Source: an optimization exercise on an open RTL-to-GDS flow (aim: small area, a short achievable clock period and few clock cycles per item). Production flows keep margins and buffers that such runs may drop.
No functional check of the RTL was part of this run.

[design/flow/design.v]
module spn_ginv(input [7:0] x, output [7:0] y);
  wire new_n17, new_n18, new_n19, new_n20, new_n21, new_n22, new_n23,
    new_n24, new_n25, new_n26, new_n27, new_n28, new_n29, new_n30, new_n31,
    new_n32, new_n33, new_n34, new_n35, new_n36, new_n37, new_n38, new_n39,
    new_n40, new_n41, new_n42, new_n43, new_n44, new_n45, new_n46, new_n47,
    new_n48, new_n49, new_n50, new_n51, new_n52, new_n53, new_n54, new_n55,
    new_n56, new_n57, new_n58, new_n59, new_n60, new_n61, new_n62, new_n63,
    new_n64, new_n65, new_n66, new_n67, new_n68, new_n69, new_n70, new_n71,
    new_n72, new_n73, new_n74, new_n75, new_n76, new_n77, new_n78, new_n79,
    new_n80, new_n81, new_n82, new_n83, new_n84, new_n85, new_n86, new_n87,
    new_n88, new_n89, new_n90, new_n91, new_n92, new_n93, new_n94, new_n95,
    new_n96, new_n97, new_n98, new_n99, new_n100, new_n101, new_n102,
    new_n103, new_n104, new_n105, new_n106, new_n107, new_n108, new_n109,
    new_n110, new_n111, new_n112, new_n113, new_n114, new_n115, new_n116,
    new_n117, new_n118, new_n119, new_n120, new_n121, new_n122, new_n123,
    new_n124, new_n125, new_n126, new_n127, new_n128, new_n129, new_n130,
    new_n131, new_n132, new_n133, new_n134, new_n135, new_n136, new_n137,
    new_n138, new_n139, new_n140, new_n141, new_n142, new_n143, new_n144,
    new_n145, new_n146, new_n147, new_n148, new_n149, new_n150, new_n152,
    new_n153, new_n154, new_n155, new_n156, new_n157, new_n158, new_n159,
    new_n160, new_n161, new_n162, new_n163, new_n164, new_n165, new_n166,
    new_n167, new_n168, new_n169, new_n170, new_n171, new_n172, new_n173,
    new_n174, new_n175, new_n176, new_n177, new_n178, new_n179, new_n180,
    new_n181, new_n182, new_n183, new_n184, new_n185, new_n186, new_n187,
    new_n188, new_n189, new_n190, new_n191, new_n192, new_n193, new_n194,
    new_n195, new_n196, new_n197, new_n198, new_n199, new_n200, new_n201,
    new_n202, new_n203, new_n204, new_n205, new_n206, new_n207, new_n208,
    new_n209, new_n210, new_n211, new_n212, new_n213, new_n214, new_n215,
    new_n216, new_n217, new_n218, new_n219, new_n220, new_n221, new_n222,
    new_n223, new_n224, new_n225, new_n226, new_n227, new_n228, new_n229,
    new_n230, new_n231, new_n232, new_n233, new_n234, new_n235, new_n236,
    new_n237, new_n238, new_n239, new_n240, new_n241, new_n242, new_n243,
    new_n244, new_n245, new_n246, new_n247, new_n248, new_n250, new_n251,
    new_n252, new_n253, new_n254, new_n255, new_n256, new_n257, new_n258,
    new_n259, new_n260, new_n261, new_n262, new_n263, new_n264, new_n265,
    new_n266, new_n267, new_n268, new_n269, new_n270, new_n271, new_n272,
    new_n273, new_n274, new_n275, new_n276, new_n277, new_n278, new_n279,
    new_n280, new_n281, new_n282, new_n283, new_n284, new_n285, new_n286,
    new_n287, new_n288, new_n289, new_n290, new_n291, new_n292, new_n293,
    new_n294, new_n295, new_n296, new_n297, new_n298, new_n299, new_n300,
    new_n301, new_n302, new_n303, new_n304, new_n305, new_n306, new_n307,
    new_n308, new_n309, new_n310, new_n311, new_n312, new_n313, new_n314,
    new_n315, new_n316, new_n317, new_n318, new_n319, new_n320, new_n321,
    new_n322, new_n323, new_n324, new_n325, new_n326, new_n327, new_n328,
    new_n330, new_n331, new_n332, new_n333, new_n334, new_n335, new_n336,
    new_n337, new_n338, new_n339, new_n340, new_n341, new_n342, new_n343,
    new_n344, new_n345, new_n346, new_n347, new_n348, new_n349, new_n350,
    new_n351, new_n352, new_n353, new_n354, new_n355, new_n356, new_n357,
    new_n358, new_n359, new_n360, new_n361, new_n362, new_n363, new_n364,
    new_n365, new_n366, new_n367, new_n368, new_n369, new_n370, new_n371,
    new_n372, new_n373, new_n374, new_n375, new_n376, new_n377, new_n378,
    new_n379, new_n380, new_n381, new_n382, new_n383, new_n384, new_n385,
    new_n386, new_n387, new_n388, new_n389, new_n390, new_n391, new_n392,
    new_n393, new_n394, new_n395, new_n396, new_n397, new_n398, new_n399,
    new_n400, new_n401, new_n402, new_n403, new_n404, new_n405, new_n406,
    new_n407, new_n408, new_n409, new_n410, new_n412, new_n413, new_n414,
    new_n415, new_n416, new_n417, new_n418, new_n419, new_n420, new_n421,
    new_n422, new_n423, new_n424, new_n425, new_n426, new_n427, new_n428,
    new_n429, new_n430, new_n431, new_n432, new_n433, new_n434, new_n435,
    new_n436, new_n437, new_n438, new_n439, new_n440, new_n441, new_n442,
    new_n443, new_n444, new_n445, new_n446, new_n447, new_n448, new_n449,
    new_n450, new_n451, new_n452, new_n453, new_n454, new_n455, new_n456,
    new_n457, new_n458, new_n459, new_n460, new_n461, new_n462, new_n463,
    new_n464, new_n465, new_n466, new_n467, new_n468, new_n469, new_n470,
    new_n471, new_n472, new_n473, new_n474, new_n475, new_n477, new_n478,
    new_n479, new_n480, new_n481, new_n482, new_n483, new_n484, new_n485,
    new_n486, new_n487, new_n488, new_n489, new_n490, new_n491, new_n492,
    new_n493, new_n494, new_n495, new_n496, new_n497, new_n498, new_n499,
    new_n500, new_n501, new_n502, new_n503, new_n504, new_n505, new_n506,
    new_n507, new_n508, new_n509, new_n510, new_n511, new_n512, new_n513,
    new_n514, new_n515, new_n516, new_n517, new_n518, new_n519, new_n520,
    new_n521, new_n522, new_n523, new_n524, new_n525, new_n526, new_n527,
    new_n528, new_n529, new_n530, new_n531, new_n532, new_n533, new_n534,
    new_n535, new_n536, new_n538, new_n539, new_n540, new_n541, new_n542,
    new_n543, new_n544, new_n545, new_n546, new_n547, new_n548, new_n549,
    new_n550, new_n551, new_n552, new_n553, new_n554, new_n555, new_n556,
    new_n557, new_n558, new_n559, new_n560, new_n561, new_n562, new_n563,
    new_n564, new_n565, new_n566, new_n567, new_n568, new_n569, new_n570,
    new_n571, new_n572, new_n573, new_n574, new_n575, new_n576, new_n577,
    new_n578, new_n579, new_n580, new_n581, new_n582, new_n583, new_n584,
    new_n585, new_n586, new_n587, new_n588, new_n589, new_n590, new_n591,
    new_n592, new_n593, new_n594, new_n596, new_n597, new_n598, new_n599,
    new_n600, new_n601, new_n602, new_n603, new_n604, new_n605, new_n606,
    new_n607, new_n608, new_n609, new_n610, new_n611, new_n612, new_n613,
    new_n614, new_n615, new_n616, new_n617, new_n618, new_n619, new_n620,
    new_n621, new_n622, new_n623, new_n624, new_n625, new_n626, new_n627,
    new_n628, new_n629, new_n630, new_n631, new_n632, new_n633, new_n634,
    new_n635, new_n636, new_n637, new_n638, new_n639, new_n640, new_n641,
    new_n642, new_n643, new_n644, new_n645, new_n646, new_n647, new_n648,
    new_n649, new_n650, new_n651, new_n652;
  assign new_n17 = ~x[0] & x[2];
  assign new_n18 = x[3] & new_n17;
  assign new_n19 = x[0] & ~x[1];
  assign new_n20 = x[2] & ~new_n19;
  assign new_n21 = ~x[3] & ~new_n20;
  assign new_n22 = ~new_n18 & ~new_n21;
  assign new_n23 = x[5] & new_n22;
  assign new_n24 = ~x[1] & x[2];
  assign new_n25 = x[0] & ~x[2];
  assign new_n26 = ~x[3] & ~new_n25;
  assign new_n27 = ~new_n24 & new_n26;
  assign new_n28 = x[3] & new_n20;
  assign new_n29 = ~x[5] & ~new_n28;
  assign new_n30 = ~new_n27 & new_n29;
  assign new_n31 = x[6] & ~new_n30;
  assign new_n32 = ~new_n23 & new_n31;
  assign new_n33 = ~x[0] & ~x[2];
  assign new_n34 = x[1] & new_n33;
  assign new_n35 = ~x[1] & new_n25;
  assign new_n36 = ~new_n34 & ~new_n35;
  assign new_n37 = ~x[0] & new_n24;
  assign new_n38 = new_n36 & ~new_n37;
  assign new_n39 = x[3] & ~new_n38;
  assign new_n40 = ~x[1] & ~x[2];
  assign new_n41 = ~x[3] & ~new_n40;
  assign new_n42 = ~x[0] & x[1];
  assign new_n43 = new_n41 & ~new_n42;
  assign new_n44 = ~x[5] & ~new_n43;
  assign new_n45 = ~new_n39 & new_n44;
  assign new_n46 = ~x[3] & ~new_n33;
  assign new_n47 = ~x[1] & new_n46;
  assign new_n48 = x[3] & ~new_n33;
  assign new_n49 = x[5] & ~new_n48;
  assign new_n50 = ~new_n47 & new_n49;
  assign new_n51 = ~x[6] & ~new_n50;
  assign new_n52 = ~new_n45 & new_n51;
  assign new_n53 = x[4] & ~new_n52;
  assign new_n54 = ~new_n32 & new_n53;
  assign new_n55 = ~x[0] & new_n40;
  assign new_n56 = x[5] & ~new_n55;
  assign new_n57 = ~x[0] & ~x[1];
  assign new_n58 = x[0] & x[1];
  assign new_n59 = ~new_n57 & ~new_n58;
  assign new_n60 = x[2] & new_n59;
  assign new_n61 = new_n41 & ~new_n60;
  assign new_n62 = ~x[3] & ~new_n61;
  assign new_n63 = new_n56 & ~new_n62;
  assign new_n64 = ~x[0] & x[3];
  assign new_n65 = new_n24 & new_n64;
  assign new_n66 = ~x[5] & ~new_n35;
  assign new_n67 = ~new_n65 & new_n66;
  assign new_n68 = ~new_n63 & ~new_n67;
  assign new_n69 = x[6] & ~new_n68;
  assign new_n70 = ~new_n20 & new_n36;
  assign new_n71 = ~x[3] & ~new_n70;
  assign new_n72 = ~x[2] & new_n58;
  assign new_n73 = x[3] & ~new_n57;
  assign new_n74 = ~new_n72 & new_n73;
  assign new_n75 = ~x[5] & ~new_n74;
  assign new_n76 = ~new_n71 & new_n75;
  assign new_n77 = x[3] & ~new_n59;
  assign new_n78 = ~x[2] & new_n77;
  assign new_n79 = x[5] & ~new_n43;
  assign new_n80 = ~new_n78 & new_n79;
  assign new_n81 = ~x[6] & ~new_n80;
  assign new_n82 = ~new_n76 & new_n81;
  assign new_n83 = ~x[4] & ~new_n82;
  assign new_n84 = ~new_n69 & new_n83;
  assign new_n85 = ~new_n54 & ~new_n84;
  assign new_n86 = ~x[7] & ~new_n85;
  assign new_n87 = x[3] & ~new_n25;
  assign new_n88 = x[3] & new_n33;
  assign new_n89 = ~new_n41 & ~new_n59;
  assign new_n90 = ~new_n88 & new_n89;
  assign new_n91 = new_n87 & ~new_n90;
  assign new_n92 = ~new_n27 & ~new_n91;
  assign new_n93 = x[4] & ~new_n92;
  assign new_n94 = x[0] & x[2];
  assign new_n95 = ~new_n33 & ~new_n94;
  assign new_n96 = ~x[1] & x[3];
  assign new_n97 = new_n95 & new_n96;
  assign new_n98 = ~new_n88 & ~new_n97;
  assign new_n99 = ~x[3] & ~new_n19;
  assign new_n100 = ~new_n17 & new_n99;
  assign new_n101 = ~x[4] & ~new_n100;
  assign new_n102 = new_n98 & new_n101;
  assign new_n103 = x[6] & ~new_n102;
  assign new_n104 = ~new_n93 & new_n103;
  assign new_n105 = x[1] & ~x[2];
  assign new_n106 = ~x[3] & new_n105;
  assign new_n107 = x[4] & ~new_n106;
  assign new_n108 = x[4] & ~new_n58;
  assign new_n109 = ~new_n107 & ~new_n108;
  assign new_n110 = ~x[0] & ~new_n40;
  assign new_n111 = x[3] & new_n110;
  assign new_n112 = ~new_n109 & ~new_n111;
  assign new_n113 = ~new_n20 & new_n26;
  assign new_n114 = ~x[4] & ~new_n64;
  assign new_n115 = x[1] & x[3];
  assign new_n116 = ~x[2] & new_n115;
  assign new_n117 = new_n114 & ~new_n116;
  assign new_n118 = ~new_n113 & new_n117;
  assign new_n119 = ~x[6] & ~new_n118;
  assign new_n120 = ~new_n112 & new_n119;
  assign new_n121 = ~new_n104 & ~new_n120;
  assign new_n122 = ~x[5] & ~new_n121;
  assign new_n123 = ~x[3] & ~new_n24;
  assign new_n124 = ~new_n34 & new_n123;
  assign new_n125 = ~x[4] & ~new_n124;
  assign new_n126 = ~new_n18 & ~new_n115;
  assign new_n127 = x[1] & x[2];
  assign new_n128 = ~x[0] & new_n127;
  assign new_n129 = ~new_n126 & ~new_n128;
  assign new_n130 = new_n125 & ~new_n129;
  assign new_n131 = x[4] & ~new_n64;
  assign new_n132 = x[1] & ~new_n17;
  assign new_n133 = new_n123 & ~new_n132;
  assign new_n134 = new_n131 & ~new_n133;
  assign new_n135 = x[6] & ~new_n134;
  assign new_n136 = ~new_n130 & new_n135;
  assign new_n137 = new_n94 & new_n96;
  assign new_n138 = ~x[4] & ~new_n137;
  assign new_n139 = ~x[3] & ~new_n94;
  assign new_n140 = new_n36 & new_n139;
  assign new_n141 = new_n138 & ~new_n140;
  assign new_n142 = new_n41 & ~new_n128;
  assign new_n143 = x[4] & ~new_n77;
  assign new_n144 = ~new_n142 & new_n143;
  assign new_n145 = ~x[6] & ~new_n144;
  assign new_n146 = ~new_n141 & new_n145;
  assign new_n147 = ~new_n136 & ~new_n146;
  assign new_n148 = x[5] & ~new_n147;
  assign new_n149 = x[7] & ~new_n148;
  assign new_n150 = ~new_n122 & new_n149;
  assign y[0] = ~new_n86 & ~new_n150;
  assign new_n152 = x[3] & ~new_n24;
  assign new_n153 = ~new_n57 & new_n152;
  assign new_n154 = ~x[4] & ~new_n153;
  assign new_n155 = ~new_n42 & new_n139;
  assign new_n156 = ~new_n40 & new_n155;
  assign new_n157 = new_n41 & new_n59;
  assign new_n158 = ~new_n156 & ~new_n157;
  assign new_n159 = new_n154 & new_n158;
  assign new_n160 = x[4] & ~new_n137;
  assign new_n161 = ~new_n62 & new_n160;
  assign new_n162 = ~new_n159 & ~new_n161;
  assign new_n163 = x[5] & ~new_n162;
  assign new_n164 = x[0] & x[3];
  assign new_n165 = ~new_n40 & ~new_n127;
  assign new_n166 = new_n164 & ~new_n165;
  assign new_n167 = ~x[3] & ~new_n37;
  assign new_n168 = x[4] & ~x[5];
  assign new_n169 = ~new_n167 & new_n168;
  assign new_n170 = ~new_n166 & new_n169;
  assign new_n171 = ~new_n95 & new_n115;
  assign new_n172 = ~new_n97 & ~new_n171;
  assign new_n173 = ~x[4] & ~x[5];
  assign new_n174 = new_n99 & ~new_n128;
  assign new_n175 = new_n173 & ~new_n174;
  assign new_n176 = new_n172 & new_n175;
  assign new_n177 = x[7] & ~new_n176;
  assign new_n178 = ~new_n170 & new_n177;
  assign new_n179 = ~new_n163 & new_n178;
  assign new_n180 = x[1] & new_n46;
  assign new_n181 = x[4] & ~new_n180;
  assign new_n182 = x[1] & new_n95;
  assign new_n183 = new_n153 & ~new_n182;
  assign new_n184 = new_n181 & ~new_n183;
  assign new_n185 = ~x[4] & ~new_n105;
  assign new_n186 = ~new_n88 & new_n185;
  assign new_n187 = ~x[3] & new_n25;
  assign new_n188 = new_n186 & ~new_n187;
  assign new_n189 = ~x[5] & ~new_n188;
  assign new_n190 = ~new_n184 & new_n189;
  assign new_n191 = ~new_n19 & ~new_n127;
  assign new_n192 = new_n48 & new_n191;
  assign new_n193 = ~x[4] & ~new_n192;
  assign new_n194 = ~new_n164 & new_n193;
  assign new_n195 = ~new_n167 & new_n194;
  assign new_n196 = ~new_n17 & new_n36;
  assign new_n197 = x[3] & new_n196;
  assign new_n198 = new_n59 & new_n123;
  assign new_n199 = x[4] & ~new_n198;
  assign new_n200 = ~new_n197 & new_n199;
  assign new_n201 = x[5] & ~new_n200;
  assign new_n202 = ~new_n195 & new_n201;
  assign new_n203 = ~new_n190 & ~new_n202;
  assign new_n204 = ~x[7] & ~new_n203;
  assign new_n205 = ~new_n179 & ~new_n204;
  assign new_n206 = x[6] & ~new_n205;
  assign new_n207 = ~new_n24 & ~new_n182;
  assign new_n208 = ~x[3] & ~new_n207;
  assign new_n209 = ~x[4] & ~new_n208;
  assign new_n210 = ~new_n166 & new_n209;
  assign new_n211 = x[0] & new_n165;
  assign new_n212 = new_n48 & ~new_n211;
  assign new_n213 = ~new_n17 & new_n41;
  assign new_n214 = x[4] & ~new_n213;
  assign new_n215 = ~new_n212 & new_n214;
  assign new_n216 = ~x[5] & ~new_n215;
  assign new_n217 = ~new_n210 & new_n216;
  assign new_n218 = x[3] & ~new_n35;
  assign new_n219 = ~new_n127 & new_n218;
  assign new_n220 = ~x[4] & ~new_n43;
  assign new_n221 = ~new_n180 & new_n220;
  assign new_n222 = ~new_n219 & new_n221;
  assign new_n223 = ~x[2] & ~new_n59;
  assign new_n224 = new_n152 & ~new_n223;
  assign new_n225 = ~x[3] & ~new_n42;
  assign new_n226 = ~new_n20 & new_n225;
  assign new_n227 = x[4] & ~new_n226;
  assign new_n228 = ~new_n224 & new_n227;
  assign new_n229 = ~new_n222 & ~new_n228;
  assign new_n230 = x[5] & ~new_n229;
  assign new_n231 = ~x[7] & ~new_n230;
  assign new_n232 = ~new_n217 & new_n231;
  assign new_n233 = new_n107 & ~new_n224;
  assign new_n234 = x[2] & x[3];
  assign new_n235 = ~x[4] & ~new_n234;
  assign new_n236 = ~new_n191 & new_n235;
  assign new_n237 = x[5] & ~new_n236;
  assign new_n238 = ~new_n233 & new_n237;
  assign new_n239 = ~new_n17 & ~new_n164;
  assign new_n240 = new_n108 & ~new_n239;
  assign new_n241 = ~x[5] & ~new_n72;
  assign new_n242 = ~x[4] & new_n115;
  assign new_n243 = new_n241 & ~new_n242;
  assign new_n244 = ~new_n240 & new_n243;
  assign new_n245 = x[7] & ~new_n244;
  assign new_n246 = ~new_n238 & new_n245;
  assign new_n247 = ~x[6] & ~new_n246;
  assign new_n248 = ~new_n232 & new_n247;
  assign y[1] = new_n206 | new_n248;
  assign new_n250 = ~x[0] & new_n165;
  assign new_n251 = new_n139 & ~new_n250;
  assign new_n252 = ~new_n97 & ~new_n192;
  assign new_n253 = ~new_n251 & new_n252;
  assign new_n254 = x[4] & ~new_n253;
  assign new_n255 = x[0] & ~new_n165;
  assign new_n256 = x[3] & ~new_n255;
  assign new_n257 = ~new_n47 & ~new_n256;
  assign new_n258 = new_n114 & ~new_n257;
  assign new_n259 = ~new_n254 & ~new_n258;
  assign new_n260 = x[5] & ~new_n259;
  assign new_n261 = new_n87 & ~new_n110;
  assign new_n262 = new_n168 & ~new_n261;
  assign new_n263 = new_n158 & new_n262;
  assign new_n264 = ~new_n105 & ~new_n153;
  assign new_n265 = ~new_n116 & new_n173;
  assign new_n266 = ~new_n264 & new_n265;
  assign new_n267 = ~x[6] & ~new_n266;
  assign new_n268 = ~new_n263 & new_n267;
  assign new_n269 = ~new_n260 & new_n268;
  assign new_n270 = ~x[2] & x[3];
  assign new_n271 = ~new_n42 & new_n270;
  assign new_n272 = ~new_n58 & new_n167;
  assign new_n273 = ~x[4] & ~new_n272;
  assign new_n274 = ~new_n271 & new_n273;
  assign new_n275 = ~x[0] & ~new_n105;
  assign new_n276 = ~x[3] & ~new_n275;
  assign new_n277 = x[4] & ~new_n276;
  assign new_n278 = ~new_n78 & new_n277;
  assign new_n279 = x[5] & ~new_n278;
  assign new_n280 = ~new_n274 & new_n279;
  assign new_n281 = new_n131 & new_n241;
  assign new_n282 = ~new_n96 & ~new_n139;
  assign new_n283 = new_n173 & ~new_n282;
  assign new_n284 = x[6] & ~new_n283;
  assign new_n285 = ~new_n281 & new_n284;
  assign new_n286 = ~new_n280 & new_n285;
  assign new_n287 = ~new_n269 & ~new_n286;
  assign new_n288 = ~x[7] & ~new_n287;
  assign new_n289 = x[4] & ~new_n96;
  assign new_n290 = ~new_n270 & new_n289;
  assign new_n291 = x[4] & ~new_n59;
  assign new_n292 = ~new_n290 & ~new_n291;
  assign new_n293 = ~new_n24 & new_n140;
  assign new_n294 = ~new_n292 & ~new_n293;
  assign new_n295 = ~x[4] & new_n172;
  assign new_n296 = ~new_n71 & new_n295;
  assign new_n297 = ~new_n294 & ~new_n296;
  assign new_n298 = ~x[5] & ~new_n297;
  assign new_n299 = ~x[3] & new_n196;
  assign new_n300 = new_n154 & ~new_n299;
  assign new_n301 = new_n46 & ~new_n211;
  assign new_n302 = x[4] & ~new_n301;
  assign new_n303 = x[5] & ~new_n302;
  assign new_n304 = ~new_n300 & new_n303;
  assign new_n305 = ~new_n298 & ~new_n304;
  assign new_n306 = ~x[6] & ~new_n305;
  assign new_n307 = x[0] & new_n41;
  assign new_n308 = ~new_n59 & new_n87;
  assign new_n309 = new_n98 & ~new_n308;
  assign new_n310 = ~new_n307 & new_n309;
  assign new_n311 = x[4] & ~new_n310;
  assign new_n312 = ~x[3] & new_n223;
  assign new_n313 = ~x[4] & ~new_n312;
  assign new_n314 = ~new_n197 & new_n313;
  assign new_n315 = ~new_n311 & ~new_n314;
  assign new_n316 = x[5] & ~new_n315;
  assign new_n317 = x[3] & new_n191;
  assign new_n318 = ~x[3] & ~new_n38;
  assign new_n319 = ~new_n317 & ~new_n318;
  assign new_n320 = new_n168 & ~new_n319;
  assign new_n321 = new_n64 & ~new_n127;
  assign new_n322 = new_n173 & ~new_n321;
  assign new_n323 = ~new_n155 & new_n322;
  assign new_n324 = x[6] & ~new_n323;
  assign new_n325 = ~new_n320 & new_n324;
  assign new_n326 = ~new_n316 & new_n325;
  assign new_n327 = ~new_n306 & ~new_n326;
  assign new_n328 = x[7] & ~new_n327;
  assign y[2] = ~new_n288 & ~new_n328;
  assign new_n330 = ~x[3] & new_n59;
  assign new_n331 = x[3] & ~new_n250;
  assign new_n332 = ~new_n330 & ~new_n331;
  assign new_n333 = ~new_n94 & ~new_n332;
  assign new_n334 = ~x[5] & ~new_n333;
  assign new_n335 = ~x[3] & ~new_n182;
  assign new_n336 = x[5] & new_n252;
  assign new_n337 = ~new_n335 & new_n336;
  assign new_n338 = ~x[6] & ~new_n337;
  assign new_n339 = ~new_n334 & new_n338;
  assign new_n340 = new_n46 & ~new_n57;
  assign new_n341 = ~new_n255 & new_n340;
  assign new_n342 = new_n152 & ~new_n275;
  assign new_n343 = ~new_n341 & ~new_n342;
  assign new_n344 = ~x[5] & ~new_n343;
  assign new_n345 = x[3] & ~new_n94;
  assign new_n346 = ~new_n105 & new_n345;
  assign new_n347 = x[5] & ~new_n340;
  assign new_n348 = ~new_n346 & new_n347;
  assign new_n349 = x[6] & ~new_n348;
  assign new_n350 = ~new_n344 & new_n349;
  assign new_n351 = ~x[4] & ~new_n350;
  assign new_n352 = ~new_n339 & new_n351;
  assign new_n353 = new_n26 & ~new_n60;
  assign new_n354 = x[3] & new_n94;
  assign new_n355 = new_n172 & ~new_n354;
  assign new_n356 = ~new_n353 & new_n355;
  assign new_n357 = new_n56 & new_n356;
  assign new_n358 = new_n95 & ~new_n96;
  assign new_n359 = ~new_n88 & ~new_n358;
  assign new_n360 = ~x[5] & ~new_n359;
  assign new_n361 = x[6] & ~new_n360;
  assign new_n362 = ~new_n357 & new_n361;
  assign new_n363 = x[1] & new_n26;
  assign new_n364 = x[3] & new_n35;
  assign new_n365 = ~x[5] & ~new_n364;
  assign new_n366 = ~new_n363 & new_n365;
  assign new_n367 = new_n46 & ~new_n182;
  assign new_n368 = ~new_n24 & new_n87;
  assign new_n369 = x[5] & ~new_n368;
  assign new_n370 = ~new_n367 & new_n369;
  assign new_n371 = ~new_n366 & ~new_n370;
  assign new_n372 = ~x[6] & ~new_n371;
  assign new_n373 = x[4] & ~new_n372;
  assign new_n374 = ~new_n362 & new_n373;
  assign new_n375 = ~new_n352 & ~new_n374;
  assign new_n376 = x[7] & ~new_n375;
  assign new_n377 = x[3] & new_n58;
  assign new_n378 = ~x[4] & ~new_n377;
  assign new_n379 = ~new_n318 & new_n378;
  assign new_n380 = new_n99 & ~new_n165;
  assign new_n381 = new_n160 & ~new_n380;
  assign new_n382 = x[5] & ~new_n381;
  assign new_n383 = ~new_n379 & new_n382;
  assign new_n384 = ~new_n211 & new_n225;
  assign new_n385 = x[1] & new_n87;
  assign new_n386 = ~new_n384 & ~new_n385;
  assign new_n387 = new_n173 & ~new_n386;
  assign new_n388 = new_n126 & new_n168;
  assign new_n389 = ~new_n157 & new_n388;
  assign new_n390 = x[6] & ~new_n389;
  assign new_n391 = ~new_n387 & new_n390;
  assign new_n392 = ~new_n383 & new_n391;
  assign new_n393 = ~new_n77 & new_n235;
  assign new_n394 = ~new_n156 & new_n393;
  assign new_n395 = x[4] & new_n98;
  assign new_n396 = ~new_n71 & new_n395;
  assign new_n397 = ~new_n394 & ~new_n396;
  assign new_n398 = x[5] & ~new_n397;
  assign new_n399 = new_n168 & ~new_n345;
  assign new_n400 = ~new_n142 & new_n399;
  assign new_n401 = new_n110 & ~new_n234;
  assign new_n402 = ~x[2] & new_n96;
  assign new_n403 = ~x[4] & ~new_n402;
  assign new_n404 = ~new_n401 & new_n403;
  assign new_n405 = ~x[5] & ~new_n404;
  assign new_n406 = ~new_n400 & new_n405;
  assign new_n407 = ~x[6] & ~new_n406;
  assign new_n408 = ~new_n398 & new_n407;
  assign new_n409 = ~new_n392 & ~new_n408;
  assign new_n410 = ~x[7] & ~new_n409;
  assign y[3] = ~new_n376 & ~new_n410;
  assign new_n412 = new_n143 & ~new_n255;
  assign new_n413 = ~new_n192 & new_n273;
  assign new_n414 = ~new_n412 & ~new_n413;
  assign new_n415 = ~x[5] & ~new_n414;
  assign new_n416 = ~new_n128 & new_n218;
  assign new_n417 = ~new_n251 & ~new_n416;
  assign new_n418 = ~x[4] & ~new_n417;
  assign new_n419 = ~new_n19 & new_n48;
  assign new_n420 = ~new_n109 & ~new_n419;
  assign new_n421 = x[5] & ~new_n420;
  assign new_n422 = ~new_n418 & new_n421;
  assign new_n423 = ~new_n415 & ~new_n422;
  assign new_n424 = ~x[7] & ~new_n423;
  assign new_n425 = ~new_n55 & new_n139;
  assign new_n426 = ~new_n180 & ~new_n425;
  assign new_n427 = ~new_n183 & new_n426;
  assign new_n428 = x[4] & ~new_n427;
  assign new_n429 = ~new_n114 & ~new_n185;
  assign new_n430 = ~new_n24 & ~new_n429;
  assign new_n431 = ~x[5] & ~new_n430;
  assign new_n432 = ~new_n428 & new_n431;
  assign new_n433 = ~new_n105 & new_n164;
  assign new_n434 = ~new_n33 & ~new_n433;
  assign new_n435 = new_n107 & new_n434;
  assign new_n436 = ~new_n46 & ~new_n271;
  assign new_n437 = ~x[4] & ~new_n436;
  assign new_n438 = x[5] & ~new_n437;
  assign new_n439 = ~new_n435 & new_n438;
  assign new_n440 = x[7] & ~new_n439;
  assign new_n441 = ~new_n432 & new_n440;
  assign new_n442 = ~new_n424 & ~new_n441;
  assign new_n443 = x[6] & ~new_n442;
  assign new_n444 = ~new_n115 & ~new_n239;
  assign new_n445 = new_n185 & ~new_n444;
  assign new_n446 = ~new_n22 & new_n445;
  assign new_n447 = ~new_n429 & ~new_n446;
  assign new_n448 = ~new_n25 & new_n41;
  assign new_n449 = x[3] & ~new_n40;
  assign new_n450 = ~new_n128 & new_n449;
  assign new_n451 = x[4] & ~new_n450;
  assign new_n452 = ~new_n448 & new_n451;
  assign new_n453 = x[5] & ~new_n452;
  assign new_n454 = ~new_n447 & new_n453;
  assign new_n455 = new_n173 & ~new_n354;
  assign new_n456 = ~new_n312 & new_n455;
  assign new_n457 = new_n168 & ~new_n356;
  assign new_n458 = ~new_n456 & ~new_n457;
  assign new_n459 = ~new_n454 & new_n458;
  assign new_n460 = x[7] & ~new_n459;
  assign new_n461 = new_n168 & ~new_n384;
  assign new_n462 = new_n309 & new_n461;
  assign new_n463 = new_n191 & new_n403;
  assign new_n464 = x[4] & ~new_n116;
  assign new_n465 = ~new_n124 & new_n464;
  assign new_n466 = x[5] & ~new_n465;
  assign new_n467 = ~new_n463 & new_n466;
  assign new_n468 = ~new_n40 & new_n340;
  assign new_n469 = ~new_n65 & new_n173;
  assign new_n470 = ~new_n468 & new_n469;
  assign new_n471 = ~x[7] & ~new_n470;
  assign new_n472 = ~new_n467 & new_n471;
  assign new_n473 = ~new_n462 & new_n472;
  assign new_n474 = ~x[6] & ~new_n473;
  assign new_n475 = ~new_n460 & new_n474;
  assign y[4] = ~new_n443 & ~new_n475;
  assign new_n477 = x[3] & ~new_n70;
  assign new_n478 = ~new_n272 & ~new_n477;
  assign new_n479 = new_n168 & ~new_n478;
  assign new_n480 = new_n26 & ~new_n132;
  assign new_n481 = new_n290 & ~new_n480;
  assign new_n482 = ~new_n312 & new_n481;
  assign new_n483 = ~x[4] & ~new_n18;
  assign new_n484 = ~new_n251 & new_n483;
  assign new_n485 = x[5] & ~new_n484;
  assign new_n486 = ~new_n482 & new_n485;
  assign new_n487 = ~new_n24 & new_n164;
  assign new_n488 = new_n173 & ~new_n487;
  assign new_n489 = ~new_n335 & new_n488;
  assign new_n490 = ~x[6] & ~new_n489;
  assign new_n491 = ~new_n486 & new_n490;
  assign new_n492 = ~new_n479 & new_n491;
  assign new_n493 = ~new_n105 & new_n167;
  assign new_n494 = new_n289 & ~new_n493;
  assign new_n495 = ~x[4] & ~new_n28;
  assign new_n496 = ~x[1] & new_n64;
  assign new_n497 = ~new_n157 & ~new_n496;
  assign new_n498 = new_n495 & new_n497;
  assign new_n499 = x[5] & ~new_n498;
  assign new_n500 = ~new_n494 & new_n499;
  assign new_n501 = new_n168 & ~new_n308;
  assign new_n502 = ~new_n425 & new_n501;
  assign new_n503 = ~new_n90 & new_n173;
  assign new_n504 = x[6] & ~new_n503;
  assign new_n505 = ~new_n502 & new_n504;
  assign new_n506 = ~new_n500 & new_n505;
  assign new_n507 = ~new_n492 & ~new_n506;
  assign new_n508 = ~x[7] & ~new_n507;
  assign new_n509 = ~new_n25 & ~new_n250;
  assign new_n510 = new_n289 & ~new_n509;
  assign new_n511 = ~new_n99 & ~new_n132;
  assign new_n512 = new_n404 & ~new_n511;
  assign new_n513 = ~new_n510 & ~new_n512;
  assign new_n514 = x[5] & ~new_n513;
  assign new_n515 = new_n165 & new_n345;
  assign new_n516 = new_n26 & ~new_n42;
  assign new_n517 = new_n173 & ~new_n516;
  assign new_n518 = ~new_n515 & new_n517;
  assign new_n519 = ~new_n47 & new_n399;
  assign new_n520 = ~new_n518 & ~new_n519;
  assign new_n521 = ~new_n514 & new_n520;
  assign new_n522 = x[6] & ~new_n521;
  assign new_n523 = ~new_n73 & ~new_n480;
  assign new_n524 = x[4] & ~new_n523;
  assign new_n525 = ~new_n330 & new_n495;
  assign new_n526 = ~x[5] & ~new_n525;
  assign new_n527 = ~new_n524 & new_n526;
  assign new_n528 = ~new_n261 & new_n273;
  assign new_n529 = x[4] & ~new_n340;
  assign new_n530 = ~new_n219 & new_n529;
  assign new_n531 = x[5] & ~new_n530;
  assign new_n532 = ~new_n528 & new_n531;
  assign new_n533 = ~new_n527 & ~new_n532;
  assign new_n534 = ~x[6] & ~new_n533;
  assign new_n535 = x[7] & ~new_n534;
  assign new_n536 = ~new_n522 & new_n535;
  assign y[5] = ~new_n508 & ~new_n536;
  assign new_n538 = ~new_n60 & ~new_n436;
  assign new_n539 = ~x[4] & ~new_n538;
  assign new_n540 = ~x[3] & new_n55;
  assign new_n541 = ~new_n292 & ~new_n540;
  assign new_n542 = x[6] & ~new_n541;
  assign new_n543 = ~new_n539 & new_n542;
  assign new_n544 = ~new_n358 & ~new_n496;
  assign new_n545 = new_n181 & new_n544;
  assign new_n546 = ~new_n261 & ~new_n276;
  assign new_n547 = new_n220 & new_n546;
  assign new_n548 = ~x[6] & ~new_n547;
  assign new_n549 = ~new_n545 & new_n548;
  assign new_n550 = ~x[7] & ~new_n549;
  assign new_n551 = ~new_n543 & new_n550;
  assign new_n552 = ~new_n171 & new_n529;
  assign new_n553 = ~new_n48 & new_n125;
  assign new_n554 = ~x[6] & ~new_n553;
  assign new_n555 = ~new_n552 & new_n554;
  assign new_n556 = ~x[1] & new_n26;
  assign new_n557 = new_n131 & ~new_n556;
  assign new_n558 = x[6] & ~new_n445;
  assign new_n559 = ~new_n557 & new_n558;
  assign new_n560 = x[7] & ~new_n559;
  assign new_n561 = ~new_n555 & new_n560;
  assign new_n562 = x[5] & ~new_n561;
  assign new_n563 = ~new_n551 & new_n562;
  assign new_n564 = x[3] & ~new_n207;
  assign new_n565 = ~new_n155 & ~new_n564;
  assign new_n566 = x[4] & ~new_n565;
  assign new_n567 = ~new_n25 & ~new_n127;
  assign new_n568 = ~new_n18 & new_n567;
  assign new_n569 = new_n378 & ~new_n568;
  assign new_n570 = ~new_n566 & ~new_n569;
  assign new_n571 = x[6] & ~new_n570;
  assign new_n572 = new_n181 & ~new_n540;
  assign new_n573 = ~new_n256 & new_n572;
  assign new_n574 = new_n221 & ~new_n331;
  assign new_n575 = ~x[6] & ~new_n574;
  assign new_n576 = ~new_n573 & new_n575;
  assign new_n577 = ~x[7] & ~new_n576;
  assign new_n578 = ~new_n571 & new_n577;
  assign new_n579 = ~new_n152 & ~new_n157;
  assign new_n580 = x[4] & ~new_n579;
  assign new_n581 = ~new_n72 & new_n276;
  assign new_n582 = new_n193 & ~new_n581;
  assign new_n583 = ~x[6] & ~new_n582;
  assign new_n584 = ~new_n580 & new_n583;
  assign new_n585 = ~new_n17 & ~new_n87;
  assign new_n586 = new_n430 & new_n585;
  assign new_n587 = ~x[2] & new_n330;
  assign new_n588 = x[6] & ~new_n346;
  assign new_n589 = ~new_n587 & new_n588;
  assign new_n590 = ~new_n586 & new_n589;
  assign new_n591 = x[7] & ~new_n590;
  assign new_n592 = ~new_n584 & new_n591;
  assign new_n593 = ~x[5] & ~new_n592;
  assign new_n594 = ~new_n578 & new_n593;
  assign y[6] = new_n563 | new_n594;
  assign new_n596 = new_n123 & ~new_n223;
  assign new_n597 = ~new_n88 & new_n378;
  assign new_n598 = ~new_n596 & new_n597;
  assign new_n599 = ~new_n26 & ~new_n377;
  assign new_n600 = new_n464 & new_n599;
  assign new_n601 = ~x[6] & ~new_n600;
  assign new_n602 = ~new_n598 & new_n601;
  assign new_n603 = x[4] & ~new_n139;
  assign new_n604 = ~new_n60 & new_n603;
  assign new_n605 = ~new_n385 & new_n604;
  assign new_n606 = ~x[4] & ~new_n511;
  assign new_n607 = x[6] & ~new_n606;
  assign new_n608 = ~new_n605 & new_n607;
  assign new_n609 = ~new_n602 & ~new_n608;
  assign new_n610 = x[7] & ~new_n609;
  assign new_n611 = x[4] & new_n126;
  assign new_n612 = ~new_n87 & ~new_n250;
  assign new_n613 = new_n611 & ~new_n612;
  assign new_n614 = ~new_n180 & ~new_n368;
  assign new_n615 = ~x[4] & ~new_n614;
  assign new_n616 = ~new_n613 & ~new_n615;
  assign new_n617 = ~x[6] & ~new_n616;
  assign new_n618 = ~new_n87 & new_n107;
  assign new_n619 = ~new_n330 & new_n618;
  assign new_n620 = new_n186 & ~new_n211;
  assign new_n621 = x[6] & ~new_n620;
  assign new_n622 = ~new_n619 & new_n621;
  assign new_n623 = ~x[7] & ~new_n622;
  assign new_n624 = ~new_n617 & new_n623;
  assign new_n625 = ~new_n610 & ~new_n624;
  assign new_n626 = x[5] & ~new_n625;
  assign new_n627 = x[3] & new_n509;
  assign new_n628 = new_n209 & ~new_n627;
  assign new_n629 = new_n289 & ~new_n345;
  assign new_n630 = ~new_n448 & new_n629;
  assign new_n631 = ~new_n628 & ~new_n630;
  assign new_n632 = x[6] & ~new_n631;
  assign new_n633 = ~new_n449 & ~new_n480;
  assign new_n634 = x[4] & ~new_n633;
  assign new_n635 = new_n138 & ~new_n581;
  assign new_n636 = ~x[6] & ~new_n635;
  assign new_n637 = ~new_n634 & new_n636;
  assign new_n638 = x[7] & ~new_n637;
  assign new_n639 = ~new_n632 & new_n638;
  assign new_n640 = new_n131 & ~new_n573;
  assign new_n641 = ~new_n100 & ~new_n556;
  assign new_n642 = new_n194 & new_n641;
  assign new_n643 = x[6] & ~new_n642;
  assign new_n644 = ~new_n640 & new_n643;
  assign new_n645 = ~new_n318 & new_n611;
  assign new_n646 = ~new_n61 & new_n393;
  assign new_n647 = ~new_n645 & ~new_n646;
  assign new_n648 = ~x[6] & ~new_n647;
  assign new_n649 = ~x[7] & ~new_n648;
  assign new_n650 = ~new_n644 & new_n649;
  assign new_n651 = ~x[5] & ~new_n650;
  assign new_n652 = ~new_n639 & new_n651;
  assign y[7] = ~new_n626 & ~new_n652;
endmodule
module spn_core (
  input  wire         clk,
  input  wire         rst,
  input  wire         start,
  input  wire [1:0]   op,
  input  wire [1:0]   klen,
  input  wire [255:0] key,
  input  wire [127:0] din,
  output reg          busy,
  output reg          done,
  output reg          err,
  output wire [127:0] dout
);
  localparam OP_KS  = 2'd0;
  localparam OP_ENC = 2'd1;
  localparam OP_DEC = 2'd2;
  localparam M_IDLE = 3'd0;
  localparam M_KS2  = 3'd2;    
  localparam M_KS3  = 3'd3;    
  localparam M_KS4  = 3'd4;    
  localparam M_WALK = 3'd5;    
  localparam M_ENC  = 3'd6;
  localparam M_DEC  = 3'd7;
  localparam [127:0] C63 = {16{8'h63}};
  reg  [2:0]   mode;
  reg          key_valid;
  reg          wend;         
  reg  [1:0]   nkc;          
  reg  [3:0]   pq;           
  reg          last;         
  reg          sel_dec;      
  reg          save;         
  reg  [127:0] yr;           
  reg  [127:0] kout;         
  reg  [255:0] win;
  reg  [255:0] rsv;
  wire [3:0] nr1 = 4'd11 + {1'b0, nkc, 1'b0};    
  wire accept = start && !busy;
  function [7:0] xt;
    input [7:0] a;
    begin
      xt = {a[6:0], 1'b0} ^ (a[7] ? 8'h1b : 8'h00);
    end
  endfunction
  function [31:0] mix_col;
    input [31:0] col;
    reg   [7:0]  a0, a1, a2, a3;
    begin
      a0 = col[31:24]; a1 = col[23:16]; a2 = col[15:8]; a3 = col[7:0];
      mix_col = {xt(a0 ^ a1) ^ (a1 ^ (a2 ^ a3)),
                 xt(a1 ^ a2) ^ (a2 ^ (a3 ^ a0)),
                 xt(a2 ^ a3) ^ (a3 ^ (a0 ^ a1)),
                 xt(a3 ^ a0) ^ (a0 ^ (a1 ^ a2))};
    end
  endfunction
  function [7:0] x4;
    input [7:0] a;
    begin
      x4 = {a[5], a[4], a[3] ^ a[7], a[2] ^ a[6] ^ a[7], a[1] ^ a[6], a[0] ^ a[7], a[6] ^ a[7], a[6]};
    end
  endfunction
  function [7:0] x8;
    input [7:0] a;
    begin
      x8 = {a[4], a[3] ^ a[7], a[2] ^ a[6] ^ a[7], a[1] ^ a[5] ^ a[6], a[0] ^ a[5] ^ a[7],
            a[6] ^ a[7], a[5] ^ a[6], a[5]};
    end
  endfunction
  function [31:0] imc_add;
    input [31:0] a;
    input [31:0] m;
    reg   [7:0]  a0, a1, a2, a3, e, u, v;
    begin
      a0 = a[31:24]; a1 = a[23:16]; a2 = a[15:8]; a3 = a[7:0];
      e = x8((a0 ^ a1) ^ (a2 ^ a3));
      u = x4(a0 ^ a2);
      v = x4(a1 ^ a3);
      imc_add = {(m[31:24] ^ u) ^ e, (m[23:16] ^ v) ^ e, (m[15:8] ^ u) ^ e, (m[7:0] ^ v) ^ e};
    end
  endfunction
  function [127:0] shift_rows;
    input [127:0] s;
    integer r, c;
    begin
      for (r = 0; r < 4; r = r + 1)
        for (c = 0; c < 4; c = c + 1)
          shift_rows[127 - 8*(r + 4*c) -: 8] = s[127 - 8*(r + 4*((c + r) % 4)) -: 8];
    end
  endfunction
  function [127:0] shift_rows2;
    input [127:0] s;
    integer r, c;
    begin
      for (r = 0; r < 4; r = r + 1)
        for (c = 0; c < 4; c = c + 1)
          shift_rows2[127 - 8*(r + 4*c) -: 8] = s[127 - 8*(r + 4*((c + 2*r) % 4)) -: 8];
    end
  endfunction
  function [7:0] rcon_of;
    input [3:0] i;
    begin
      case (i)
        4'd1:  rcon_of = 8'h01;
        4'd2:  rcon_of = 8'h02;
        4'd3:  rcon_of = 8'h04;
        4'd4:  rcon_of = 8'h08;
        4'd5:  rcon_of = 8'h10;
        4'd6:  rcon_of = 8'h20;
        4'd7:  rcon_of = 8'h40;
        4'd8:  rcon_of = 8'h80;
        4'd9:  rcon_of = 8'h1b;
        4'd10: rcon_of = 8'h36;
        default: rcon_of = 8'h00;
      endcase
    end
  endfunction
  wire [31:0] w0 = win[255:224], w1 = win[223:192], w2 = win[191:160], w3 = win[159:128];
  wire [31:0] w4 = win[127:96],  w5 = win[95:64],   w6 = win[63:32],    w7 = win[31:0];
  function [15:0] step_pattern;
    input [1:0] k;
    input [3:0] q;
    input       fwd;
    reg         s0, s2, rt;
    reg  [3:0]  ri;
    reg  [4:0]  sel;
    reg  [1:0]  m3;
    begin
      case (q)
        4'd0, 4'd3, 4'd6, 4'd9, 4'd12, 4'd15: m3 = 2'd0;
        4'd1, 4'd4, 4'd7, 4'd10, 4'd13:       m3 = 2'd1;
        default:                              m3 = 2'd2;
      endcase
      s0 = 1'b0; s2 = 1'b0; rt = 1'b0; ri = 4'd0;
      case (k)
        2'd0: begin
          s0 = 1'b1; rt = 1'b1;
          ri = fwd ? q : q - 4'd2;
        end
        2'd1: begin
          if (m3 == 2'd0) begin
            s0 = 1'b1; rt = 1'b1;
            case (q)
              4'd3:  ri = fwd ? 4'd2  : 4'd1;
              4'd6:  ri = fwd ? 4'd4  : 4'd3;
              4'd9:  ri = fwd ? 4'd6  : 4'd5;
              4'd12: ri = fwd ? 4'd8  : 4'd7;
              default: ri = fwd ? 4'd10 : 4'd9;
            endcase
          end else if (m3 == 2'd1) begin
            s2 = 1'b1; rt = 1'b1;
            case (q)
              4'd1:  ri = fwd ? 4'd1 : 4'd0;
              4'd4:  ri = fwd ? 4'd3 : 4'd2;
              4'd7:  ri = fwd ? 4'd5 : 4'd4;
              4'd10: ri = fwd ? 4'd7 : 4'd6;
              default: ri = fwd ? 4'd9 : 4'd8;
            endcase
          end
        end
        default: begin
          s0 = 1'b1;
          rt = fwd ? !q[0] : q[0];
          ri = {1'b0, q[3:1]};
        end
      endcase
      if (fwd)
        sel = s2 ? 5'b00010 : 5'b00001;
      else if (k == 2'd0)
        sel = 5'b00100;
      else if (k == 2'd1 && s0)
        sel = 5'b10000;
      else
        sel = 5'b01000;
      step_pattern = {s0, s2, rt, rt ? rcon_of(ri) : 8'h00, sel};
    end
  endfunction
  reg        kfwd;                  
  reg        sub0, sub2, rot;
  reg  [7:0] krc;
  reg  [4:0] ksel;
  wire [31:0] ksin = ({32{ksel[0]}} & w7) | ({32{ksel[1]}} & (w7 ^ w2 ^ w3)) |
                     ({32{ksel[2]}} & (w2 ^ w3)) | ({32{ksel[3]}} & w3) |
                     ({32{ksel[4]}} & w1);
  wire [31:0] ksub_i;
  genvar g;
  generate
    for (g = 0; g < 4; g = g + 1) begin : g_ksbox
      spn_ginv u_inv (.x(ksin[31 - 8*g -: 8]), .y(ksub_i[31 - 8*g -: 8]));
    end
  endgenerate
  wire [31:0] ksub = ksub_i ^ 32'h63636363;
  wire [31:0] kt   = rot ? ({ksub[23:0], ksub[31:24]} ^ {krc, 24'h000000}) : ksub;
  reg [31:0] b0, b1, b2, b3, c0, c1, c2, c3;
  always @(*) begin
    case (nkc)
      2'd0:    begin {b0, b1, b2, b3} = {w4, w5, w6, w7}; {c0, c1, c2, c3} = {w0, w1, w2, w3}; end
      2'd1:    begin {b0, b1, b2, b3} = {w2, w3, w4, w5}; {c0, c1, c2, c3} = {w2, w3, w4, w5}; end
      default: begin {b0, b1, b2, b3} = {w0, w1, w2, w3}; {c0, c1, c2, c3} = {w4, w5, w6, w7}; end
    endcase
  end
  wire [31:0] fx = sub0 ? 32'd0 : w7;       
  wire [31:0] p0 = b0 ^ fx;
  wire [31:0] p1 = p0 ^ b1;
  wire [31:0] p2 = sub2 ? b2 : (p1 ^ b2);
  wire [31:0] p3 = p2 ^ b3;
  wire [31:0] q0 = c0 ^ (sub0 ? 32'd0 : w1);
  wire [31:0] q1 = c1 ^ c0;
  wire [31:0] q2 = c2 ^ (sub2 ? 32'd0 : c1);
  wire [31:0] q3 = c3 ^ c2;
  wire [127:0] kpq   = kfwd ? {p0, p1, p2, p3} : {q0, q1, q2, q3};
  wire [3:0]   kmask = kfwd ? {sub0, sub0, sub0 | sub2, sub0 | sub2} : {sub0, 1'b0, sub2, 1'b0};
  wire [127:0] nw    = kpq ^ ({{32{kmask[3]}}, {32{kmask[2]}}, {32{kmask[1]}}, {32{kmask[0]}}} &
                             {kt, kt, kt, kt});
  wire [255:0] win_fwd = {win[127:0], nw};
  wire [255:0] win_bwd = {nw, win[255:128]};
  wire [127:0] rk_e = win[127:0];
  wire [127:0] rk_d = win[255:128];
  wire [127:0] mc_in = yr ^ ((rk_d ^ C63) & {128{sel_dec}});
  wire [127:0] mc    = {mix_col(mc_in[127:96]), mix_col(mc_in[95:64]),
                        mix_col(mc_in[63:32]),  mix_col(mc_in[31:0])};
  wire [127:0] e_next = mc ^ rk_e ^ C63;
  wire [127:0] d_imc = {imc_add(mc_in[127:96], mc[127:96]), imc_add(mc_in[95:64], mc[95:64]),
                        imc_add(mc_in[63:32], mc[63:32]),   imc_add(mc_in[31:0], mc[31:0])};
  wire [127:0] d_next = shift_rows2(d_imc);
  assign dout = yr ^ kout;
  wire [127:0] k_enc  = wend ? rsv[255:128] : win[255:128];
  wire [127:0] k_dec  = wend ? win[127:0] : rsv[127:0];
  wire [127:0] a_enc  = din ^ k_enc;
  wire [127:0] a_dec  = shift_rows2(din ^ k_dec ^ C63);
  wire [127:0] a_next = op[1] ? a_dec : a_enc;
  wire [127:0] x_next = (mode == M_IDLE) ? a_next : (mode == M_ENC) ? e_next : d_next;
  wire [127:0] y_next;
  generate
    for (g = 0; g < 16; g = g + 1) begin : g_dinv
      spn_ginv u_inv (.x(x_next[127 - 8*g -: 8]), .y(y_next[127 - 8*g -: 8]));
    end
  endgenerate
  wire [127:0] z_next = shift_rows(y_next);
  wire go_enc = accept && (op == OP_ENC) && key_valid;
  wire go_dec = accept && (op == OP_DEC) && key_valid;
  wire go_ks  = accept && (op == OP_KS) && (klen != 2'd3);
  wire go_err = accept && !go_enc && !go_dec && !go_ks;
  reg [2:0] mode_n;
  reg [3:0] pq_n;
  reg [1:0] nkc_n;
  reg       fin;           
  always @(*) begin
    mode_n = mode;
    pq_n   = pq;
    nkc_n  = nkc;
    fin    = 1'b0;
    case (mode)
      M_IDLE: begin
        if (go_ks) begin
          mode_n = klen[1] ? M_KS4 : M_KS2;
          nkc_n  = klen;
          pq_n   = 4'd2;
        end else if (go_enc) begin
          mode_n = M_ENC;
          pq_n   = 4'd2;
        end else if (go_dec) begin
          mode_n = M_DEC;
          pq_n   = nr1;
        end
      end
      M_KS2: begin
        mode_n = M_KS3;
        pq_n   = 4'd1;
      end
      M_KS3: begin
        mode_n = M_KS4;
        pq_n   = 4'd2;
      end
      M_KS4, M_WALK: begin
        mode_n = M_WALK;
        pq_n   = pq + 4'd1;
        if (pq == nr1 - 4'd1) begin    
          mode_n = M_IDLE;
          fin    = 1'b1;
        end
      end
      M_ENC: begin
        pq_n = pq + 4'd1;
        if (last) begin
          mode_n = M_IDLE;
          fin    = 1'b1;
        end
      end
      default: begin    
        pq_n = pq - 4'd1;
        if (last) begin
          mode_n = M_IDLE;
          fin    = 1'b1;
        end
      end
    endcase
  end
  wire [3:0]  nr1_n  = 4'd11 + {1'b0, nkc_n, 1'b0};
  wire        kfwd_n = (mode_n != M_DEC) && (mode_n != M_KS2);
  wire [15:0] pat_n  = step_pattern(nkc_n, pq_n, kfwd_n);
  wire        last_n = (mode_n == M_ENC) ? (pq_n == nr1_n - 4'd1) : (pq_n == 4'd3);
  always @(posedge clk) begin
    yr <= z_next;
    if (last && (mode == M_ENC || mode == M_DEC))
      kout <= nw ^ (C63 & {128{kfwd}});
  end
  always @(posedge clk) begin
    if (mode == M_IDLE) begin
      if (go_ks)
        win <= key;
      else if ((go_enc && wend) || (go_dec && !wend))
        win <= rsv;
    end else begin
      case (mode)
        M_KS2:  win <= win_bwd;
        M_DEC:  win <= win_bwd;
        default: win <= win_fwd;
      endcase
    end
  end
  always @(posedge clk) begin
    if (save)
      rsv <= win;
  end
  always @(posedge clk) begin
    pq   <= pq_n;
    nkc  <= nkc_n;
    last <= last_n;
    sel_dec <= (mode_n == M_DEC);
    save <= (go_enc && !wend) || (go_dec && wend) || (go_ks && klen[1]) || (mode == M_KS3);
    kfwd <= kfwd_n;
    {sub0, sub2, rot, krc, ksel} <= pat_n;
  end
  always @(posedge clk) begin
    if (rst) begin
      mode      <= M_IDLE;
      busy      <= 1'b0;
      done      <= 1'b0;
      err       <= 1'b0;
      key_valid <= 1'b0;
    end else begin
      mode <= mode_n;
      busy <= (mode_n != M_IDLE);
      done <= fin || go_err;
      err  <= go_err;
      if (go_ks)
        key_valid <= 1'b0;
      else if (fin && mode != M_ENC && mode != M_DEC)
        key_valid <= 1'b1;
      if (fin)
        wend <= (mode != M_DEC);
    end
  end
endmodule
[design/flow/flow/run.sh]
#!/bin/bash
# Layout: the standard synthesis unchanged, then ORFS's standard layout steps
# with a larger setup margin for repair_timing (same SDC, same clock period) and
# plain buffers (buf_2) as the port buffers. Each tool run's full output goes to
# a log file in this folder.
set -uo pipefail
bash standard.sh synth > synth.log 2>&1 || exit 1
bash standard.sh SETUP_SLACK_MARGIN=8 "BUFFER_PORTS_ARGS=-buffer_cell sky130_fd_sc_hd__buf_2" finish > layout.log 2>&1 || exit 1
[design/flow/standard.sh]
#!/bin/bash
# synth_recipe.tcl (not shown) runs the flow's synth.tcl, then flattens the netlist and writes it again
# the make line also repeats each setting of config.mk as NAME=value (left out here)
make -C /OpenROAD-flow-scripts/flow DESIGN_CONFIG=/design/flow/config.mk WORK_HOME=/design/flow/orfs CLKGATE_MAP_FILE= SYNTH_SCRIPT=/design/flow/synth_recipe.tcl "${@:-finish}"
[design/flow/config.mk]
export PLATFORM = sky130hd
export DESIGN_NAME = spn_core
export DESIGN_NICKNAME = spn_core
export VERILOG_FILES = /design/flow/design.v
export SDC_FILE = /design/flow/constraint.sdc
export NUM_CORES = 8
export LEC_CHECK = 0
export ABC_AREA = 1
export CAP_MARGIN = 20
export CELL_PAD_IN_SITES_DETAIL_PLACEMENT = 1
export CELL_PAD_IN_SITES_GLOBAL_PLACEMENT = 2
export CORE_MARGIN = 2
export CORE_UTILIZATION = 30
export SLEW_MARGIN = 20
[design/flow/constraint.sdc]
create_clock -name core_clock -period 13.0 [get_ports {clk}]
set_input_delay 2.6000 -clock core_clock [delete_from_list [all_inputs] [get_ports {clk}]]
set_output_delay 2.6000 -clock core_clock [all_outputs]
set_load 0.01 [all_outputs]
==> impl_metrics.py <==
metrics = {
    "outcome": {
        "outcome": "no timing/DRC/antenna violations",
    },
    "grt": {
        "antenna_found_initial": 143,
        "overflow": 0,
        "grt_usage_pct": 47.4,
        "first_global_vias": 166570,
        "grt_pass1_wl_um": 1420000,
        "grt_max_degree": 103,
    },
    "timing": {
        "worst_pin_slew_ns": 1.36,
        "fin_worst_skew_ns": 0.0650,
        "setup_tns_ns": 0,
        "maxSlewViolCount": 0,
        "hold_viol": 0,
        "rsz0062_at_grt": "yes",
        "layout_setup_ws_ns": 7.70,
        "setup_viol": 0,
        "timing.fmax_mhz": 189,
        "relSlewSlack_pct": 8.13,
        "layout_min_cycle_time_ns": 5.30,
        "period_share_pct": 40.8,
    },
    "floorplan": {
        "die-area_mm2": 0.423,
        "ioPinCount": 522,
        "dieWidth_um": 651,
        "start_util_pct": 30.1,
        "core-area_mm2": 0.417,
        "die_height_um": 651,
        "num_rows": 237,
    },
    "placement": {
        "io_buffers": 521,
        "hpwlAfterDp_um": 820000,
        "gp_congestion": 1.10,
        "dp.cells": 28110,
        "dp_slack_ns": 5.07,
    },
    "cts": {
        "clk_pin_slew_ns": 0.07,
        "clk_latency_ns": 0.97,
        "hold_buffers": 0,
        "cts-root-buf": "clkbuf_16",
        "clock_sinks": 802,
        "cts_buffers": 121,
        "clockBufferDepth": 4,
        "tritoncts": "yes",
        "h-tree-depth": 3,
    },
    "worst_setup_path": {
        "startpoint_type": "flop",
        "worstSetupPathType": "reg2reg",
        "slowest_stage": "xor2_1",
        "critical_path_required_ns": 13.81,
        "critPathMaxFanout": 42,
        "rr_endpoint": "yr[20]$_DFF_P_",
        "arrival_ns": 6.11,
        "crit_path_end": "yr[20]$_DFF_P_",
        "ff2ff_path_depth": 18,
        "setup.worst_path.start": "wend$_DFFE_PP_",
        "worstSetupEndpointType": "flop",
        "crit_path_frequent_cell": "nand2_1",
        "r2r_start": "wend$_DFFE_PP_",
        "rrSetupSlack_ns": 7.70,
        "cp_cell_sequence": "buf_4, buf_4, clkbuf_8, mux2i_1, xor2_1, nand2_1, nand3_1, a21boi_4, buf_4, nand2_1, nor2_1, nand2_1, nand2_1, nor2_1, a21oi_1, nand2_1, nand2_1, inv_1",
        "max_stage_delay_ns": 0.61,
    },
    "synth": {
        "synth_edf_count": 641,
        "syn_inst": 22754,
        "yosysTopAreaCellShare_pct": 26.1,
        "ys_ff_latch": 802,
        "synth.distinct_cells": 67,
        "yosys-top-cells-area": "nand2_1 (26%), edfxtp_1 (15%), nand3_1 (15%)",
        "syn_nets": 23404,
        "syn_area_mm2": 0.125,
        "synthFlopType": "edfxtp_1",
        "synth_top_cell_by_area": "nand2_1",
        "ys_seq_area_share_pct": 17.9,
        "ys_warn_count": 1,
        "synth_area_per_cell_um2": 5.51,
        "ys_async_sr_fraction_pct": 0,
    },
    "drt": {
        "wirelength_um": 1070000,
        "dr.pass1.iters": 9,
        "wl_met2_um": 417000,
        "ant_nets": 0,
        "vias_per_cell": 6.24,
        "wl_met1_um": 412000,
        "wl_met3_um": 137000,
        "drt_first_iter_violations": 26895,
        "vias": 181936,
        "drc": 0,
        "top_layer": "met5",
        "routedWlPerCell_um": 36.7,
    },
    "cells_and_area": {
        "finalNetCount": 24075,
        "area_delta_synth_final_pct": 22.4,
        "drive_above_1_share_pct": 15.9,
        "post-route-util_pct": 36.9,
        "final_cells": 29154,
    },
    "min_path": {
        "hp-class": "reg2reg",
    },
    "job": {
        "drv_cap": 0,
    },
}
## synthesized netlist by cell type, types with 27 or more instances
cell type,instances
a21oi_1,895
a22oi_1,345
a31oi_1,58
buf_1,94
buf_2,272
buf_4,74
buf_6,38
clkbuf_1,549
clkinv_1,32
dfxtp_1,161
edfxtp_1,641
ha_1,258
inv_1,1909
inv_2,166
mux2i_1,32
nand2_1,8720
nand2_2,161
nand3_1,3659
nand3_2,27
nand3b_1,38
nand4_1,344
nor2_1,1363
nor2_2,49
nor3_1,43
o211ai_1,158
o21ai_0,1376
o21ai_1,163
o21bai_1,57
o221ai_1,60
o22ai_1,30
xnor2_1,171
xor2_1,561
## worst min path at each step
| stage | depth (start not counted) | start | to | slack, ns |
|---|---|---|---|---|
| finish | 0 | win[127]$_DFFE_PP_ | rsv[127]$_DFFE_PP_ | 0.45 |
| global route | 0 | win[127]$_DFFE_PP_ | rsv[127]$_DFFE_PP_ | 0.46 |
| CTS | 0 | win[97]$_DFFE_PP_ | rsv[97]$_DFFE_PP_ | 0.45 |
| detailed placement | 0 | win[97]$_DFFE_PP_ | rsv[97]$_DFFE_PP_ | 0.44 |
| global placement | 0 | win[97]$_DFFE_PP_ | rsv[97]$_DFFE_PP_ | 0.43 |
| floorplan | 0 | win[130]$_DFFE_PP_ | rsv[130]$_DFFE_PP_ | 0.42 |
## per-stage QoR
step | hold WS, ns | cell area [um2]
final | 0.454 | 154000
after global placement | 0.429 | 134000
after global routing | 0.460 | 153000
after CTS | 0.450 | 145000
after detailed placement | 0.436 | 134000
after floorplan | 0.421 | 126000
## repair_timing
item,in CTS,in global routing
hold endpoints to repair,0,0
cloned,22,28
pin swaps,72,149
gates resized for setup,1086,1176
setup buffers,279,360
setup endpoints to repair,817,465
## layout by cell type, fill, tap and decap left out, types with 49 or more instances in the layout
cell	instances
ha_4	62
ha_2	61
nand2_4	161
nand3_4	73
nor2_4	88
ha_1	135
a21oi_2	59
buf_4	802
inv_1	1715
clkinvlp_4	79
o221ai_1	54
nand3_1	3410
a31oi_1	53
nand4_1	344
o21ai_0	1262
a21oi_1	835
nand3_2	203
diode_2	132
clkbuf_16	135
xor2_1	502
o211ai_1	158
buf_12	97
edfxtp_1	641
nand2_8	49
dfxtp_1	117
nor2_2	139
o21bai_1	50
nand2_2	386
inv_2	232
nand2_1	8319
xnor2_1	153
buf_2	521
nor2_1	1195
a22oi_1	344
o21ai_1	227
buf_6	75
## worst max-delay path, delay by kind of cell, from the launching register on
family                 cells  cell delay (ns)
AO/OA/AOI/OAI              2             0.45
XOR/XNOR                   1             0.61
buffers and inverters      5             1.90
flip-flops                 1             0.38
multiplexers               1             0.31
AND/OR/NAND/NOR            9             1.36
## cells by family (layout without fill, tap and decap cells)
family	Yosys count	after routing	share of synthesized area, %
fa+ha+maj	259	259	2.59
flops	802	802	17.9
compound gates	3267	3270	14.9
mux	32	32	0.255
buf+inv	3135	3890	10.1
simple gates	14495	14508	48.7
other cells	0	132	0
xor+xnor	764	764	5.55
## metal layers
layer / GRT usage (%) / vias up
met4: 35.7 / 48
met3: 14.3 / 2892
met2: 66.4 / 13047
met5: 0 / -
met1: 60.7 / 89307
li1: - / 76642
## sequential cells by signal, indices dropped and copies added (netlist names), 3 cells and up
signal and cells:
mode 3, kout 128, win 256, rsv 256, pq 4, yr 128
ksel 5, krc 8
## final cells by class
| cell class | count | area, um2 |
|---|---|---|
| diodes | 132 | 330 |
| clock buffers | 157 | 3380 |
| clock inverters | 66 | 686 |
| fillers | 55494 | 263000 |
| inverters | 2107 | 8570 |
| multi-input cells | 18833 | 98400 |
| flip-flops and latches | 802 | 22600 |
| well taps | 5497 | 6880 |
| repair buffers | 1549 | 12700 |
| repair inverters | 11 | 106 |

## port drivers added, routing unchanged
No port has a modelled driver above. Below, the same layout with a new extraction and two added sets of constraints. Step 1 assumes that a clkbuf_16 drives the clock port and a buf_2 every other input. Step 2 moves the port delays by t, midway between the first and last clock arrival at a register: inputs arrive t later, outputs are due t later. That takes back most of the time a late clock gives input paths. a / b / c = ideal ports / drivers / drivers and shift; a / b = the first two.
t, ns: 1.051
setup WS [ns]: 7.697 / 7.535 / 6.484
clock arrival spread, ns: 0.065 / 0.066
cell pins on the clock port's net: 1
After both steps this run still meets setup and hold. The setup slack of this run moves by -0.162 ns with the drivers and by -1.213 ns with both steps.
